Background: an optimization exercise with open tools, aiming at a short achievable clock period and few clock cycles. Do not read the settings as production practice.
The RTL was checked by simulation tests, not by an equivalence proof against the original design.

==> flow/design.v <==
module phz_fadd (
    input  wire [31:0] a,
    input  wire [31:0] b,
    input  wire        sub,
    output reg  [31:0] y
);
    wire [31:0] bb = {b[31] ^ sub, b[30:0]};
    wire a_nan = (a[30:23] == 8'hFF) && (a[22:0] != 0);
    wire b_nan = (bb[30:23] == 8'hFF) && (bb[22:0] != 0);
    wire a_inf = (a[30:23] == 8'hFF) && (a[22:0] == 0);
    wire b_inf = (bb[30:23] == 8'hFF) && (bb[22:0] == 0);
    wire        swap  = bb[30:0] > a[30:0];
    wire [31:0] big   = swap ? bb : a;
    wire [31:0] sml   = swap ? a : bb;
    wire [8:0]  e_big   = (big[30:23] == 0) ? 9'd1 : {1'b0, big[30:23]};
    wire [8:0]  e_small = (sml[30:23] == 0) ? 9'd1 : {1'b0, sml[30:23]};
    wire [23:0] m_big   = {big[30:23] != 0, big[22:0]};
    wire [23:0] m_small = {sml[30:23] != 0, sml[22:0]};
    wire [8:0]  diff   = e_big - e_small;
    wire [5:0]  dshift = (diff > 9'd31) ? 6'd31 : diff[5:0];
    wire [53:0] small_wide = {m_small, 3'b000, 27'd0} >> dshift;
    wire [26:0] small_al   = {small_wide[53:28], small_wide[27] | (small_wide[26:0] != 0)};
    wire [26:0] big_al     = {m_big, 3'b000};
    wire        eff_sub = big[31] ^ sml[31];
    wire [27:0] sum     = eff_sub ? ({1'b0, big_al} - {1'b0, small_al})
                                  : ({1'b0, big_al} + {1'b0, small_al});
    reg [4:0] lz;
    integer i;
    always @* begin
        lz = 5'd27;
        for (i = 0; i <= 26; i = i + 1)
            if (sum[i]) lz = 5'd26 - i[4:0];
    end
    reg [26:0] norm;
    reg [9:0]  e_norm;
    reg [4:0]  lshift;
    reg        rnd_up;
    reg [24:0] m_rnd;
    reg [9:0]  e_fin;
    always @* begin
        if (sum[27]) begin
            norm   = {sum[27:2], sum[1] | sum[0]};
            e_norm = {1'b0, e_big} + 10'd1;
            lshift = 5'd0;
        end else begin
            lshift = ({4'd0, lz} > (e_big - 9'd1)) ? e_big[4:0] - 5'd1 : lz;
            norm   = sum[26:0] << lshift;
            e_norm = {1'b0, e_big} - {5'd0, lshift};
        end
        rnd_up = norm[2] & (norm[1] | norm[0] | norm[3]);
        m_rnd  = {1'b0, norm[26:3]} + {24'd0, rnd_up};
        e_fin  = m_rnd[24] ? e_norm + 10'd1 : e_norm;
        if (a_nan || b_nan || (a_inf && b_inf && (a[31] != bb[31])))
            y = 32'h7FC00000;
        else if (a_inf || b_inf)
            y = {big[31], 8'hFF, 23'd0};
        else if (sum == 0)
            y = {eff_sub ? 1'b0 : big[31], 31'd0};
        else if (e_fin >= 10'd255)
            y = {big[31], 8'hFF, 23'd0};
        else if (m_rnd[24])
            y = {big[31], e_fin[7:0], m_rnd[23:1]};
        else if (m_rnd[23])
            y = {big[31], e_fin[7:0], m_rnd[22:0]};
        else
            y = {big[31], 8'd0, m_rnd[22:0]};
    end
endmodule
module phz_fmul (
    input  wire [31:0] a,
    input  wire [31:0] b,
    output reg  [31:0] y
);
    wire sign = a[31] ^ b[31];
    wire a_nan  = (a[30:23] == 8'hFF) && (a[22:0] != 0);
    wire b_nan  = (b[30:23] == 8'hFF) && (b[22:0] != 0);
    wire a_inf  = (a[30:23] == 8'hFF) && (a[22:0] == 0);
    wire b_inf  = (b[30:23] == 8'hFF) && (b[22:0] == 0);
    wire a_zero = (a[30:0] == 0);
    wire b_zero = (b[30:0] == 0);
    wire [8:0]  ea = (a[30:23] == 0) ? 9'd1 : {1'b0, a[30:23]};
    wire [8:0]  eb = (b[30:23] == 0) ? 9'd1 : {1'b0, b[30:23]};
    wire [23:0] ma = {a[30:23] != 0, a[22:0]};
    wire [23:0] mb = {b[30:23] != 0, b[22:0]};
    wire [47:0] prod = ma * mb;
    reg [5:0] msb;
    integer i;
    always @* begin
        msb = 6'd0;
        for (i = 0; i < 48; i = i + 1)
            if (prod[i]) msb = i[5:0];
    end
    reg signed [11:0] e_res;
    reg [47:0] pn;
    reg [47:0] pd;
    reg [5:0]  rshift;
    reg        sticky;
    reg        rnd_up;
    reg [24:0] m_rnd;
    reg signed [11:0] e_fin;
    always @* begin
        pn    = prod << (6'd47 - msb);
        e_res = $signed({6'd0, msb}) + $signed({3'd0, ea}) + $signed({3'd0, eb}) - 12'sd173;
        if (e_res < 12'sd1) begin
            rshift = (e_res < -12'sd48) ? 6'd49 : 6'd1 - e_res[5:0];
            pd     = pn >> rshift;
            sticky = ((pd << rshift) != pn);
            e_res  = 12'sd1;
        end else begin
            rshift = 6'd0;
            pd     = pn;
            sticky = 1'b0;
        end
        rnd_up = pd[23] & ((pd[22:0] != 0) | sticky | pd[24]);
        m_rnd  = {1'b0, pd[47:24]} + {24'd0, rnd_up};
        e_fin  = m_rnd[24] ? e_res + 12'sd1 : e_res;
        if (a_nan || b_nan || (a_inf && b_zero) || (b_inf && a_zero))
            y = 32'h7FC00000;
        else if (a_inf || b_inf)
            y = {sign, 8'hFF, 23'd0};
        else if (prod == 0)
            y = {sign, 31'd0};
        else if (e_fin >= 12'sd255)
            y = {sign, 8'hFF, 23'd0};
        else if (m_rnd[24])
            y = {sign, e_fin[7:0], m_rnd[23:1]};
        else if (m_rnd[23])
            y = {sign, e_fin[7:0], m_rnd[22:0]};
        else
            y = {sign, 8'd0, m_rnd[22:0]};
    end
endmodule
module phz_osc_core (
    input  wire        clk,
    input  wire        rst,
    input  wire        cmd_valid,
    output wire        cmd_ready,
    input  wire [1:0]  cmd_op,        
    input  wire [3:0]  cmd_type,      
    input  wire [31:0] cmd_x0,        
    input  wire [31:0] cmd_x1,        
    input  wire [31:0] cmd_x2,        
    output reg         rsp_valid,
    output wire [31:0] rsp_s0,
    output wire [31:0] rsp_s1,
    output wire [31:0] rsp_s2,
    output reg         rsp_clamp,
    output reg         rsp_err
);
    localparam OP_ADVANCE = 2'd0, OP_INIT = 2'd1, OP_LOAD = 2'd2, OP_READ = 2'd3;
    localparam T_SINE = 4'd1, T_VDP = 4'd7, T_DUF = 4'd8, T_CHUA = 4'd9, T_LOR = 4'd10;
    localparam [31:0] C_ZERO      = 32'h00000000;   
    localparam [31:0] C_ONE       = 32'h3F800000;
    localparam [31:0] C_TWO_PI    = 32'h40C90FDB;
    localparam [31:0] C_F_MIN     = 32'h3A83126F;   
    localparam [31:0] C_IC_SMALL  = 32'h3C23D70A;   
    localparam [31:0] C_IC_CHAOS  = 32'h3DCCCCCD;   
    localparam [31:0] C_DUF_A0    = 32'hBF800000;   
    localparam [31:0] C_DUF_A1    = 32'h41200000;   
    localparam [31:0] C_DUF_BETA  = 32'h3F800000;   
    localparam [31:0] C_DUF_C     = 32'hBDCCCCCD;   
    localparam [31:0] C_CHUA_K    = 32'h4179999A;   
    localparam [31:0] C_CHUA_C    = 32'h41E00000;   
    localparam [31:0] C_CHUA_NM1  = 32'hBF36DB6E;   
    localparam [31:0] C_CHUA_H    = 32'h3E5B6DB8;   
    localparam [31:0] C_LOR_SIGMA = 32'h41200000;   
    localparam [31:0] C_LOR_BETA  = 32'h402AAAAB;   
    localparam [31:0] C_LOR_RHO   = 32'h41E00000;   
    localparam [4:0] S_D1 = 5'd0, S_D2 = 5'd1, S_D3 = 5'd2, S_DT = 5'd3, S_F = 5'd4,
                     S_T0 = 5'd8, S_T1 = 5'd9, S_T2 = 5'd10, S_T3 = 5'd11, S_T4 = 5'd12, S_T5 = 5'd13,
                     K_ZERO = 5'd16, K_ONE = 5'd17, K_TWO_PI = 5'd18, K_DUF_A0 = 5'd19,
                     K_DUF_A1 = 5'd20, K_DUF_BETA = 5'd21, K_DUF_C = 5'd22, K_CHUA_K = 5'd23,
                     K_CHUA_C = 5'd24, K_CHUA_NM1 = 5'd25, K_CHUA_H = 5'd26, K_LOR_SIGMA = 5'd27,
                     K_LOR_BETA = 5'd28, K_LOR_RHO = 5'd29;
    localparam [1:0] F_ADD = 2'd0, F_SUB = 2'd1, F_SUBABS = 2'd2, F_MUL = 2'd3;
    localparam [1:0] ST_IDLE = 2'd0, ST_RUN = 2'd1, ST_DONE = 2'd2;
    reg [1:0]  state;
    reg [4:0]  step;
    reg [3:0]  type_act;
    reg [31:0] d1, d2, d3;
    reg [31:0] f_reg, dt_reg;
    reg [31:0] t [0:7];    
    assign cmd_ready = (state == ST_IDLE);
    assign rsp_s0 = d1;
    assign rsp_s1 = d2;
    assign rsp_s2 = d3;
    wire type_ok = (cmd_type == T_SINE) || (cmd_type == T_VDP) || (cmd_type == T_DUF) ||
                   (cmd_type == T_CHUA) || (cmd_type == T_LOR);
    wire chaotic = (type_act >= 4'd7);
    wire freq_nan  = (cmd_x0[30:23] == 8'hFF) && (cmd_x0[22:0] != 0);
    wire freq_ok   = !freq_nan && !cmd_x0[31] && (cmd_x0[30:0] >= C_F_MIN[30:0]);
    reg [1:0] u_op;
    reg [4:0] u_a, u_b;
    reg [2:0] u_dst;
    reg       u_last;
    always @* begin
        u_op = F_ADD; u_a = K_ZERO; u_b = K_ZERO; u_dst = 3'd0; u_last = 1'b0;
        case (type_act)
        T_SINE: case (step)
            5'd0:  begin u_op = F_MUL; u_a = K_TWO_PI; u_b = S_F;   u_dst = 3'd0; end   
            5'd1:  begin u_op = F_MUL; u_a = S_T0;  u_b = S_T0;     u_dst = 3'd1; end   
            5'd2:  begin u_op = F_MUL; u_a = S_T1;  u_b = S_DT;     u_dst = 3'd1; end   
            5'd3:  begin u_op = F_MUL; u_a = S_T1;  u_b = S_D2;     u_dst = 3'd2; end
            5'd4:  begin u_op = F_ADD; u_a = S_D1;  u_b = S_T2;     u_dst = 3'd5; end   
            5'd5:  begin u_op = F_MUL; u_a = S_DT;  u_b = S_T5; u_dst = 3'd2; end
            5'd6:  begin u_op = F_SUB; u_a = S_D2;  u_b = S_T2;     u_dst = 3'd3; end
            default: begin u_op = F_ADD; u_a = S_T3; u_b = K_ZERO; u_dst = 3'd6; u_last = 1'b1; end   
            endcase
        T_VDP: case (step)
            5'd0:  begin u_op = F_MUL; u_a = K_TWO_PI; u_b = S_F;   u_dst = 3'd0; end   
            5'd1:  begin u_op = F_MUL; u_a = S_T0;  u_b = S_T0;     u_dst = 3'd1; end   
            5'd2:  begin u_op = F_MUL; u_a = S_T1;  u_b = S_DT;     u_dst = 3'd1; end   
            5'd3:  begin u_op = F_MUL; u_a = S_T1;  u_b = S_D2;     u_dst = 3'd2; end
            5'd4:  begin u_op = F_ADD; u_a = S_D1;  u_b = S_T2;     u_dst = 3'd5; end   
            5'd5:  begin u_op = F_MUL; u_a = S_D2;  u_b = S_D2;     u_dst = 3'd2; end
            5'd6:  begin u_op = F_SUB; u_a = K_ONE; u_b = S_T2;     u_dst = 3'd2; end
            5'd7:  begin u_op = F_SUB; u_a = S_T2;  u_b = S_T5; u_dst = 3'd2; end   
            5'd8:  begin u_op = F_MUL; u_a = S_DT;  u_b = S_T2;     u_dst = 3'd2; end
            5'd9:  begin u_op = F_ADD; u_a = S_D2;  u_b = S_T2;     u_dst = 3'd2; end
            default: begin u_op = F_ADD; u_a = S_T2; u_b = K_ZERO; u_dst = 3'd6; u_last = 1'b1; end   
            endcase
        T_DUF: case (step)
            5'd0:  begin u_op = F_MUL; u_a = K_TWO_PI; u_b = S_F;   u_dst = 3'd0; end   
            5'd1:  begin u_op = F_MUL; u_a = K_DUF_A1; u_b = S_T0;  u_dst = 3'd1; end
            5'd2:  begin u_op = F_SUB; u_a = K_DUF_A0; u_b = S_T1;  u_dst = 3'd1; end   
            5'd3:  begin u_op = F_MUL; u_a = S_DT;  u_b = S_D2;     u_dst = 3'd2; end
            5'd4:  begin u_op = F_ADD; u_a = S_D1;  u_b = S_T2;     u_dst = 3'd2; end
            5'd5:  begin u_op = F_ADD; u_a = S_T2;  u_b = K_ZERO;   u_dst = 3'd5; end   
            5'd6:  begin u_op = F_MUL; u_a = S_D1;  u_b = S_D1;     u_dst = 3'd2; end
            5'd7:  begin u_op = F_MUL; u_a = S_T2;  u_b = S_D1;     u_dst = 3'd2; end   
            5'd8:  begin u_op = F_MUL; u_a = K_DUF_C; u_b = S_D2;   u_dst = 3'd3; end
            5'd9:  begin u_op = F_MUL; u_a = S_T1;  u_b = S_D1;     u_dst = 3'd4; end
            5'd10: begin u_op = F_SUB; u_a = S_T3;  u_b = S_T4;     u_dst = 3'd3; end
            5'd11: begin u_op = F_MUL; u_a = K_DUF_BETA; u_b = S_T2; u_dst = 3'd4; end
            5'd12: begin u_op = F_SUB; u_a = S_T3;  u_b = S_T4;     u_dst = 3'd3; end   
            5'd13: begin u_op = F_MUL; u_a = S_DT;  u_b = S_T3;     u_dst = 3'd3; end
            default: begin u_op = F_ADD; u_a = S_D2; u_b = S_T3; u_dst = 3'd6; u_last = 1'b1; end   
            endcase
        T_CHUA: case (step)
            5'd0:  begin u_op = F_MUL; u_a = K_CHUA_NM1; u_b = S_D1; u_dst = 3'd0; end
            5'd1:  begin u_op = F_ADD; u_a = S_D1;  u_b = K_ONE;    u_dst = 3'd1; end
            5'd2:  begin u_op = F_SUB; u_a = S_D1;  u_b = K_ONE;    u_dst = 3'd2; end
            5'd3:  begin u_op = F_SUBABS; u_a = S_T1; u_b = S_T2;   u_dst = 3'd1; end
            5'd4:  begin u_op = F_MUL; u_a = K_CHUA_H; u_b = S_T1;  u_dst = 3'd1; end
            5'd5:  begin u_op = F_SUB; u_a = S_T0;  u_b = S_T1;     u_dst = 3'd0; end   
            5'd6:  begin u_op = F_MUL; u_a = S_DT;  u_b = K_CHUA_K; u_dst = 3'd1; end
            5'd7:  begin u_op = F_SUB; u_a = S_D2;  u_b = S_D1;     u_dst = 3'd2; end
            5'd8:  begin u_op = F_SUB; u_a = S_T2;  u_b = S_T0;     u_dst = 3'd2; end
            5'd9:  begin u_op = F_MUL; u_a = S_T1;  u_b = S_T2;     u_dst = 3'd1; end
            5'd10: begin u_op = F_ADD; u_a = S_D1;  u_b = S_T1;     u_dst = 3'd1; end
            5'd11: begin u_op = F_ADD; u_a = S_T1;  u_b = K_ZERO;   u_dst = 3'd5; end   
            5'd12: begin u_op = F_SUB; u_a = S_D1;  u_b = S_D2;     u_dst = 3'd2; end
            5'd13: begin u_op = F_ADD; u_a = S_T2;  u_b = S_D3;     u_dst = 3'd2; end
            5'd14: begin u_op = F_MUL; u_a = S_DT;  u_b = S_T2;     u_dst = 3'd2; end
            5'd15: begin u_op = F_ADD; u_a = S_D2;  u_b = S_T2;     u_dst = 3'd6; end   
            5'd16: begin u_op = F_MUL; u_a = S_DT;  u_b = K_CHUA_C; u_dst = 3'd2; end
            5'd17: begin u_op = F_MUL; u_a = S_T2;  u_b = S_D2;     u_dst = 3'd2; end
            default: begin u_op = F_SUB; u_a = S_D3; u_b = S_T2; u_dst = 3'd7; u_last = 1'b1; end   
            endcase
        default: case (step)   
            5'd0:  begin u_op = F_MUL; u_a = S_DT;  u_b = K_LOR_SIGMA; u_dst = 3'd0; end
            5'd1:  begin u_op = F_SUB; u_a = S_D2;  u_b = S_D1;     u_dst = 3'd1; end
            5'd2:  begin u_op = F_MUL; u_a = S_T0;  u_b = S_T1;     u_dst = 3'd0; end
            5'd3:  begin u_op = F_ADD; u_a = S_D1;  u_b = S_T0;     u_dst = 3'd0; end
            5'd4:  begin u_op = F_ADD; u_a = S_T0;  u_b = K_ZERO;   u_dst = 3'd5; end   
            5'd5:  begin u_op = F_SUB; u_a = K_LOR_RHO; u_b = S_D3; u_dst = 3'd1; end
            5'd6:  begin u_op = F_MUL; u_a = S_D1;  u_b = S_T1;     u_dst = 3'd1; end
            5'd7:  begin u_op = F_SUB; u_a = S_T1;  u_b = S_D2;     u_dst = 3'd1; end
            5'd8:  begin u_op = F_MUL; u_a = S_DT;  u_b = S_T1;     u_dst = 3'd1; end
            5'd9:  begin u_op = F_ADD; u_a = S_D2;  u_b = S_T1;     u_dst = 3'd6; end   
            5'd10: begin u_op = F_MUL; u_a = S_D1;  u_b = S_D2;     u_dst = 3'd1; end
            5'd11: begin u_op = F_MUL; u_a = K_LOR_BETA; u_b = S_D3; u_dst = 3'd2; end
            5'd12: begin u_op = F_SUB; u_a = S_T1;  u_b = S_T2;     u_dst = 3'd1; end
            5'd13: begin u_op = F_MUL; u_a = S_DT;  u_b = S_T1;     u_dst = 3'd1; end
            default: begin u_op = F_ADD; u_a = S_D3; u_b = S_T1; u_dst = 3'd7; u_last = 1'b1; end   
            endcase
        endcase
    end
    wire [31:0] src [0:31];
    assign src[S_D1]        = d1;
    assign src[S_D2]        = d2;
    assign src[S_D3]        = d3;
    assign src[S_DT]        = dt_reg;
    assign src[S_F]         = f_reg;
    assign src[5]           = C_ZERO;
    assign src[6]           = C_ZERO;
    assign src[7]           = C_ZERO;
    genvar g;
    generate
        for (g = 0; g < 8; g = g + 1) begin : g_tsrc
            assign src[8 + g] = t[g];
        end
    endgenerate
    assign src[K_ZERO]      = C_ZERO;
    assign src[K_ONE]       = C_ONE;
    assign src[K_TWO_PI]    = C_TWO_PI;
    assign src[K_DUF_A0]    = C_DUF_A0;
    assign src[K_DUF_A1]    = C_DUF_A1;
    assign src[K_DUF_BETA]  = C_DUF_BETA;
    assign src[K_DUF_C]     = C_DUF_C;
    assign src[K_CHUA_K]    = C_CHUA_K;
    assign src[K_CHUA_C]    = C_CHUA_C;
    assign src[K_CHUA_NM1]  = C_CHUA_NM1;
    assign src[K_CHUA_H]    = C_CHUA_H;
    assign src[K_LOR_SIGMA] = C_LOR_SIGMA;
    assign src[K_LOR_BETA]  = C_LOR_BETA;
    assign src[K_LOR_RHO]   = C_LOR_RHO;
    assign src[30]          = C_ZERO;
    assign src[31]          = C_ZERO;
    wire [31:0] opa = src[u_a];
    wire [31:0] opb = src[u_b];
    wire [31:0] add_a = (u_op == F_SUBABS) ? {1'b0, opa[30:0]} : opa;
    wire [31:0] add_b = (u_op == F_SUBABS) ? {1'b0, opb[30:0]} : opb;
    wire [31:0] add_y, mul_y;
    phz_fadd u_fadd (.a(add_a), .b(add_b), .sub(u_op != F_ADD), .y(add_y));
    phz_fmul u_fmul (.a(opa), .b(opb), .y(mul_y));
    wire [31:0] result = (u_op == F_MUL) ? mul_y : add_y;
    always @(posedge clk) begin
        if (rst) begin
            state     <= ST_IDLE;
            step      <= 5'd0;
            type_act  <= T_SINE;
            d1        <= C_IC_SMALL;
            d2        <= C_IC_SMALL;
            d3        <= C_IC_SMALL;
            rsp_valid <= 1'b0;
            rsp_clamp <= 1'b0;
            rsp_err   <= 1'b0;
        end else begin
            rsp_valid <= 1'b0;
            case (state)
            ST_IDLE: if (cmd_valid) begin
                rsp_clamp <= 1'b0;
                rsp_err   <= 1'b0;
                case (cmd_op)
                OP_ADVANCE: begin
                    f_reg     <= freq_ok ? cmd_x0 : C_F_MIN;
                    dt_reg    <= cmd_x1;
                    rsp_clamp <= !freq_ok;
                    step      <= 5'd0;
                    state     <= ST_RUN;
                end
                OP_INIT: begin
                    if (type_ok) begin
                        type_act <= cmd_type;
                        if (cmd_type >= 4'd7) begin
                            d1 <= C_IC_CHAOS; d2 <= C_IC_CHAOS; d3 <= C_IC_CHAOS;
                        end else begin
                            d1 <= C_IC_SMALL; d2 <= C_IC_SMALL; d3 <= C_IC_SMALL;
                        end
                    end else begin
                        rsp_err <= 1'b1;
                    end
                    rsp_valid <= 1'b1;
                end
                OP_LOAD: begin
                    if (chaotic) begin
                        d1 <= cmd_x0; d2 <= cmd_x1; d3 <= cmd_x2;
                    end
                    rsp_valid <= 1'b1;
                end
                default: rsp_valid <= 1'b1;   
                endcase
            end
            ST_RUN: begin
                t[u_dst] <= result;
                if (u_last) state <= ST_DONE;
                else        step  <= step + 5'd1;
            end
            default: begin   
                d1 <= t[5];
                d2 <= t[6];
                if (type_act == T_CHUA || type_act == T_LOR) d3 <= t[7];
                rsp_valid <= 1'b1;
                state     <= ST_IDLE;
            end
            endcase
        end
    end
endmodule
==> flow/run.sh <==
#!/bin/bash
# synth_recipe.tcl (not shown) runs the flow's synth.tcl, then flattens the netlist and writes it again
# the make line also repeats each setting of config.mk as NAME=value (left out here)
make -C /OpenROAD-flow-scripts/flow DESIGN_CONFIG=/design/flow/config.mk WORK_HOME=/design/flow/orfs CLKGATE_MAP_FILE= SYNTH_SCRIPT=/design/flow/synth_recipe.tcl finish
==> flow/config.mk <==
export PLATFORM = sky130hd
export DESIGN_NAME = phz_osc_core
export DESIGN_NICKNAME = phz_osc_core
export VERILOG_FILES = /design/flow/design.v
export SDC_FILE = /design/flow/constraint.sdc
export NUM_CORES = 4
export LEC_CHECK = 0
export CAP_MARGIN = 20
export CORE_MARGIN = 2
export CORE_UTILIZATION = 25
export SLEW_MARGIN = 20
==> flow/constraint.sdc <==
create_clock -name core_clock -period 27.0 [get_ports {clk}]
set_input_delay 5.4000 -clock core_clock [delete_from_list [all_inputs] [get_ports {clk}]]
set_output_delay 5.4000 -clock core_clock [all_outputs]
set_load 0.01 [all_outputs]
==> out/metrics.csv <==
metric;value;unit
CTS Hold Buffers Added;0;
CP required;27.37;ns
Placed Cells;13600;
Synth Register Bits;488;
Root Buffer;clkbuf_16;
Hold Crit Class;reg2reg;
most used cell, CP;a21oi_1;
Final HPWL DP;357000;um
vias per inst;6.40;
critical path's slowest cell;dfxtp_1;
worst relative slew slack;14.4;%
Worst Path Arrival;26.10;ns
Setup CP Type;reg2reg;
status;no timing/DRC/antenna violations;
CP startpoint kind;flop;
Post-synth EDFFs;320;
top_reg_cell synth;edfxtp_1;
first-pass GRT wire length;649000;um
Mapped Avg Cell Area;7.67;um^2
initial antenna violation count;42;
Final Non-Filler Cells;13700;
CP max FO;27;
Area Growth Syn to Fin;14.0;%
Die Y-Extent;549;um
vias;87800;
ys async rst share;0;%
Core ar.;296000;um^2
# Max-Cap Violations;0;
Placer Congestion;1.10;
worst skew pair latency;0.68;ns
fin util;28.6;%
RSZ-0062 raised after global routing;false;
initial DRC count;15300;
share of post-route cells with drive strength above 1;9.59;%
total track usage;29.8;%
Num Clock Sinks;488;
Warnings, synthesis;3;
Inserted Clock Buffers;53;
Pre-antenna DRT Iters;10;
Initial Util;25.1;%
max incr delay on CP;0.87;ns
period utilization;95.3;%
Worst Max-Slew Pin Slew;1.27;ns
clock-pin slew on the worst setup and hold paths;0.07;ns
largest net degree at the start of global routing;81;
Clock Skew;0.0571;ns
Final #Nets;10700;
# setup viols final;0;
DR DRC count;0;
final worst path period need;25.74;ns
Final Max Tran Viols;0;
IO Count;205;
Routed Antenna Nets;0;
Final Hold Viols;0;
sequential fraction of the synthesis area;17.5;%
post-synth net total;10600;
pre-CTS WS;0.528;ns
worst setup margin;1.26;ns
PortBufs;204;
setup TNS;0;ns
routed len/inst;34.2;um
H-tree Lvls;2;
Die Wd;549;um
CTS tree;built;
grt total ovfl;0;
post-synth cell types;139;
Post-Syn Instances;9678;
maximum buffer depth of the clock tree;3;
Post-Syn Area;74300;um^2
number of global-route vias before repair;81700;
DRT Wirelength;469000;um
Rows;200;
endpoint type of the worst setup path;flop;
Fmax;38.9;MHz
die area;301000;um^2
-- cell usage after synthesis (106+ instances only) --
| cell type | n | area share [%] |
|---|---|---|
| dfxtp_1 | 168 | 4.5 |
| a211oi_1 | 175 | 1.8 |
| mux2i_1 | 169 | 2.3 |
| ha_1 | 342 | 5.8 |
| o211ai_1 | 169 | 1.7 |
| nand2_1 | 1149 | 5.8 |
| o22ai_1 | 171 | 1.4 |
| a21oi_1 | 513 | 3.5 |
| fa_1 | 487 | 13 |
| a22oi_1 | 149 | 1.5 |
| nand4_1 | 141 | 1.2 |
| nand3_1 | 344 | 2.3 |
| edfxtp_1 | 320 | 13 |
| nor2_1 | 903 | 4.6 |
| nor3_1 | 411 | 2.8 |
| inv_1 | 738 | 3.7 |
| xnor2_1 | 106 | 1.3 |
| clkbuf_1 | 501 | 2.5 |
| o21ai_0 | 423 | 2.9 |
-- layout by cell type (no fill, tap or decap), drive strengths merged, types with 83 or more instances in the layout --
master            n
a211o            93
a211oi          182
a21o             83
a21oi           521
a221oi          101
a22oi           150
a31oi           103
and2            108
and3             96
buf             456
clkdlybuf4s50   203
dfxtp           168
edfxtp          320
fa              487
ha              342
inv             755
mux2i           171
nand2          1150
nand3           347
nand4           142
nor2            906
nor3            419
nor4             95
o211ai          172
o21ai           468
o22ai           174
xnor2           107
-- worst paths after layout --
kind	start	end	slack [ns]	cells past startpoint
worst max-delay path	step[4]	t[5][11]	1.26	85
worst min-delay path	rsp_clamp	rsp_clamp	0.52	2
worst max register to register	step[4]	t[5][11]	1.26	85
worst min register to register	rsp_clamp	rsp_clamp	0.52	2
-- repair_timing --
action	4_1_cts	5_1_grt
endpoints found under the setup margin	0	248
buffers inserted	0	5
gates resized for setup	0	18
-- kinds of logic (layout without fill, tap and decap cells) --
group	after synthesis	after routing	synth area share, %
buffers and inverters	1436	1521	7.54
xor gates and xnor gates	156	156	1.85
AOI/OAI and AO/OA	2893	2893	27.6
DFF	488	488	17.5
muxes	236	236	3.39
and+or+nand+nor	3639	3639	23.2
adders and majority gates	829	829	18.9
other	1	22	0.00505
-- per-layer routing --
layer	part of all wire, %	track usage (%)	wire length, um	vias to the layer above
li1	-	-	-	35700
met1	39	38.5	181000	43000
met2	40	42.4	187000	7221
met3	13	9.95	63300	1883
met4	8.0	18.3	37400	40
met5	0.065	0.158	306	-
-- through the flow --
stage               cell area [um^2]  hold slack (ns)
floorplan                      74300            0.524
global placement               82600            0.490
detailed placement             82600            0.502
CTS                            84400            0.518
global route                   84600            0.540
finish                         84700            0.515
-- final cells by class --
cell class / instances / area [um^2]
timing repair buffer: 660 / 5580
tap: 3939 / 4930
clock buffer: 68 / 1490
fill: 32200 / 212000
antenna: 21 / 52.6
sequential: 488 / 13000
inverter: 761 / 2860
clock inverter: 32 / 330
multi-input combinational: 7754 / 56500
-- worst max-delay path, delay by kind of cell (launching register included) --
family,cells,cell delay [ns]
and+or+nand+nor,31,8.45
xor gates and xnor gates,1,0.46
DFF,1,0.87
muxes,2,0.76
adders and majority gates,5,1.87
AOI/OAI and AO/OA,37,10.49
buffers and inverters,9,2.38
Testbench counts, summed over its fixed seeds: cycles 253,898.

## static timing again, ports no longer ideal
In the flow no input, the clock included, has a driving cell. The finished layout below was timed again as built, in two steps. Step 1 sets driving cells, clkbuf_16 on the clock port and buf_2 on the other inputs (assumed; they add their load-dependent delay and slew). Step 2 times the ports against the registers' clock, not the clock port: input delays grow and output delays shrink by t, the midpoint of the rising clock arrivals with the driver on. Slacks: ideal ports / drivers / drivers and shift; pairs: ideal ports / drivers.
t (ns): 0.730
slack for setup (ns): 1.265 / 1.265 / 1.265
worst setup path after step 2: register to register
latest minus earliest clock arrival (ns): 0.057 / 0.057
After both steps setup and hold are still met in this run. The setup slack of this run moves by 0.000 ns with the drivers and by 0.000 ns with both steps.
